Source: an optimization exercise on an open RTL-to-GDS flow (aim: small area, a short achievable clock period and few clock cycles per item). Production flows keep margins and buffers that such runs may drop.

// spn_core
module spn_core (
  input  wire         clk,
  input  wire         rst,
  input  wire         start,
  input  wire [1:0]   op,
  input  wire [1:0]   klen,
  input  wire [255:0] key,
  input  wire [127:0] din,
  output reg          busy,
  output reg          done,
  output reg          err,
  output wire [127:0] dout
);
Size: about 23,000 cells after synthesis, ~800 flip-flops, ~520 I/O pins, about 0.12 mm^2 of cells after synthesis.
==> flow/config.mk <==
export PLATFORM = sky130hd
export DESIGN_NAME = spn_core
export DESIGN_NICKNAME = spn_core
export VERILOG_FILES = /design/flow/design.v
export SDC_FILE = /design/flow/constraint.sdc
export NUM_CORES = 8
export LEC_CHECK = 0
export ABC_AREA = 1
export CAP_MARGIN = 30
export CELL_PAD_IN_SITES_DETAIL_PLACEMENT = 1
export CELL_PAD_IN_SITES_GLOBAL_PLACEMENT = 2
export CORE_MARGIN = 2
export CORE_UTILIZATION = 30
export SLEW_MARGIN = 30
export TNS_END_PERCENT = 20
==> flow/constraint.sdc <==
create_clock -name core_clock -period 13.0 [get_ports {clk}]
set_input_delay 2.6000 -clock core_clock [delete_from_list [all_inputs] [get_ports {clk}]]
set_output_delay 2.6000 -clock core_clock [all_outputs]
set_load 0.01 [all_outputs]
standard.sh (not shown) runs the stock make flow with config.mk's settings and CLKGATE_MAP_FILE= SYNTH_SCRIPT=/design/flow/synth_recipe.tcl, a recipe that flattens the netlist after the stock synthesis.
==> flow/flow/run.sh <==
#!/bin/bash
# Layout: the standard synthesis unchanged, then ORFS's standard layout steps
# with a larger setup margin for repair_timing (same SDC, same clock period) and
# plain buffers (buf_2) as the port buffers. Each tool run's full output goes to
# a log file in this folder.
set -uo pipefail
bash standard.sh synth > synth.log 2>&1 || exit 1
bash standard.sh SETUP_SLACK_MARGIN=8 "BUFFER_PORTS_ARGS=-buffer_cell sky130_fd_sc_hd__buf_2" finish > layout.log 2>&1 || exit 1
The baseline produced a clean layout.
Edit:
--- a/flow/design.v
+++ b/flow/design.v
@@ -838,25 +838,26 @@
         4'd8:  rcon_of = 8'h80;
         4'd9:  rcon_of = 8'h1b;
         4'd10: rcon_of = 8'h36;
         default: rcon_of = 8'h00;
       endcase
     end
   endfunction
   wire [31:0] w0 = win[255:224], w1 = win[223:192], w2 = win[191:160], w3 = win[159:128];
   wire [31:0] w4 = win[127:96],  w5 = win[95:64],   w6 = win[63:32],    w7 = win[31:0];
-  function [15:0] step_pattern;
+  function [16:0] step_pattern;
     input [1:0] k;
     input [3:0] q;
     input       fwd;
     reg         s0, s2, rt;
     reg  [3:0]  ri;
     reg  [4:0]  sel;
+    reg  [6:0]  rsel;
     reg  [1:0]  m3;
     begin
       case (q)
         4'd0, 4'd3, 4'd6, 4'd9, 4'd12, 4'd15: m3 = 2'd0;
         4'd1, 4'd4, 4'd7, 4'd10, 4'd13:       m3 = 2'd1;
         default:                              m3 = 2'd2;
       endcase
       s0 = 1'b0; s2 = 1'b0; rt = 1'b0; ri = 4'd0;
       case (k)
@@ -893,37 +894,45 @@
       endcase
       if (fwd)
         sel = s2 ? 5'b00010 : 5'b00001;
       else if (k == 2'd0)
         sel = 5'b00100;
       else if (k == 2'd1 && s0)
         sel = 5'b10000;
       else
         sel = 5'b01000;
-      step_pattern = {s0, s2, rt, rt ? rcon_of(ri) : 8'h00, sel};
+      rsel = {sel[4], sel[3] & rt, sel[3] & !rt, sel[2], sel[1], sel[0] & rt, sel[0] & !rt};
+      step_pattern = {s0, s2, rt ? rcon_of(ri) : 8'h00, rsel};
     end
   endfunction
   reg        kfwd;                  
-  reg        sub0, sub2, rot;
+  reg        sub0, sub2;
   reg  [7:0] krc;
-  reg  [4:0] ksel;
-  wire [31:0] ksin = ({32{ksel[0]}} & w7) | ({32{ksel[1]}} & (w7 ^ w2 ^ w3)) |
-                     ({32{ksel[2]}} & (w2 ^ w3)) | ({32{ksel[3]}} & w3) |
-                     ({32{ksel[4]}} & w1);
+  reg  [6:0] ksel;
+  function [31:0] rotw;
+    input [31:0] x;
+    begin
+      rotw = {x[23:0], x[31:24]};
+    end
+  endfunction
+  wire [31:0] ksin = ({32{ksel[0]}} & w7) | ({32{ksel[1]}} & rotw(w7)) |
+                     ({32{ksel[2]}} & rotw(w7 ^ w2 ^ w3)) | ({32{ksel[3]}} & rotw(w2 ^ w3)) |
+                     ({32{ksel[4]}} & w3) | ({32{ksel[5]}} & rotw(w3)) |
+                     ({32{ksel[6]}} & rotw(w1));
   wire [31:0] ksub_i;
   genvar g;
   generate
     for (g = 0; g < 4; g = g + 1) begin : g_ksbox
       spn_ginv u_inv (.x(ksin[31 - 8*g -: 8]), .y(ksub_i[31 - 8*g -: 8]));
     end
   endgenerate
   wire [31:0] ksub = ksub_i ^ 32'h63636363;
-  wire [31:0] kt   = rot ? ({ksub[23:0], ksub[31:24]} ^ {krc, 24'h000000}) : ksub;
+  wire [31:0] kt   = ksub ^ {krc, 24'h000000};
   reg [31:0] b0, b1, b2, b3, c0, c1, c2, c3;
   always @(*) begin
     case (nkc)
       2'd0:    begin {b0, b1, b2, b3} = {w4, w5, w6, w7}; {c0, c1, c2, c3} = {w0, w1, w2, w3}; end
       2'd1:    begin {b0, b1, b2, b3} = {w2, w3, w4, w5}; {c0, c1, c2, c3} = {w2, w3, w4, w5}; end
       default: begin {b0, b1, b2, b3} = {w0, w1, w2, w3}; {c0, c1, c2, c3} = {w4, w5, w6, w7}; end
     endcase
   end
   wire [31:0] fx = sub0 ? 32'd0 : w7;       
@@ -1019,19 +1028,19 @@
         if (last) begin
           mode_n = M_IDLE;
           fin    = 1'b1;
         end
       end
     endcase
   end
   wire [3:0]  nr1_n  = 4'd11 + {1'b0, nkc_n, 1'b0};
   wire        kfwd_n = (mode_n != M_DEC) && (mode_n != M_KS2);
-  wire [15:0] pat_n  = step_pattern(nkc_n, pq_n, kfwd_n);
+  wire [16:0] pat_n  = step_pattern(nkc_n, pq_n, kfwd_n);
   wire        last_n = (mode_n == M_ENC) ? (pq_n == nr1_n - 4'd1) : (pq_n == 4'd3);
   always @(posedge clk) begin
     yr <= z_next;
     kout <= nw ^ (C63 & {128{kfwd}});
   end
   always @(posedge clk) begin
     if (mode == M_IDLE) begin
       if (go_ks)
         win <= key;
@@ -1050,19 +1059,19 @@
       rsv <= win;
   end
   always @(posedge clk) begin
     pq   <= pq_n;
     nkc  <= nkc_n;
     last <= last_n;
     sel_dec <= (mode_n == M_DEC);
     save <= (go_enc && !wend) || (go_dec && wend) || (mode == M_KS3);
     kfwd <= kfwd_n;
-    {sub0, sub2, rot, krc, ksel} <= pat_n;
+    {sub0, sub2, krc, ksel} <= pat_n;
   end
   always @(posedge clk) begin
     if (rst) begin
       mode      <= M_IDLE;
       busy      <= 1'b0;
       done      <= 1'b0;
       err       <= 1'b0;
       key_valid <= 1'b0;
     end else begin
What happened:
- The changed run finished with timing, DRC and antenna clean
- cell area is higher slightly
- synthesized cell count came out lower by a few percent
- area after synthesis went down slightly
- cell count drops slightly
- sequential share of layout area goes down by 0.22 points
- clock-buffer cell count rises by 6
- via count increases slightly
- die area is lower slightly
- maximum frequency drops slightly
Function was not checked in any run of this note: the RTL went through the layout flow alone.

==> afterwards: timing with drivers on the ports <==
The flow's constraints put no driver on any port. The routed layouts listed below were extracted and timed again, unchanged, in two steps.
Step 1: set_driving_cell puts a clkbuf_16 on clk and a buf_2 on each other input, an assumption about the parent block.
Step 2, shift: input delay + t, output delay - t, t = (earliest + latest rising clock arrival at the registers) / 2. This alone moves slack from input paths to output paths.
Three values: no drivers, after step 1, after step 2; two values: the first two.
run	t (ns)	setup slack, ns	worst setup path after step 2	worst data-port slew with drivers (ns)	pins driven straight from the clock port
the first run	1.097	7.615 / 7.474 / 6.556	input to register	0.59	1
the second run	1.048	7.594 / 7.480 / 6.602	input to register	0.37	1
After both steps every run listed still meets setup and hold. For the first run, which loses most, drivers alone change the setup slack by -0.141 ns; drivers and shift together by -1.059 ns.
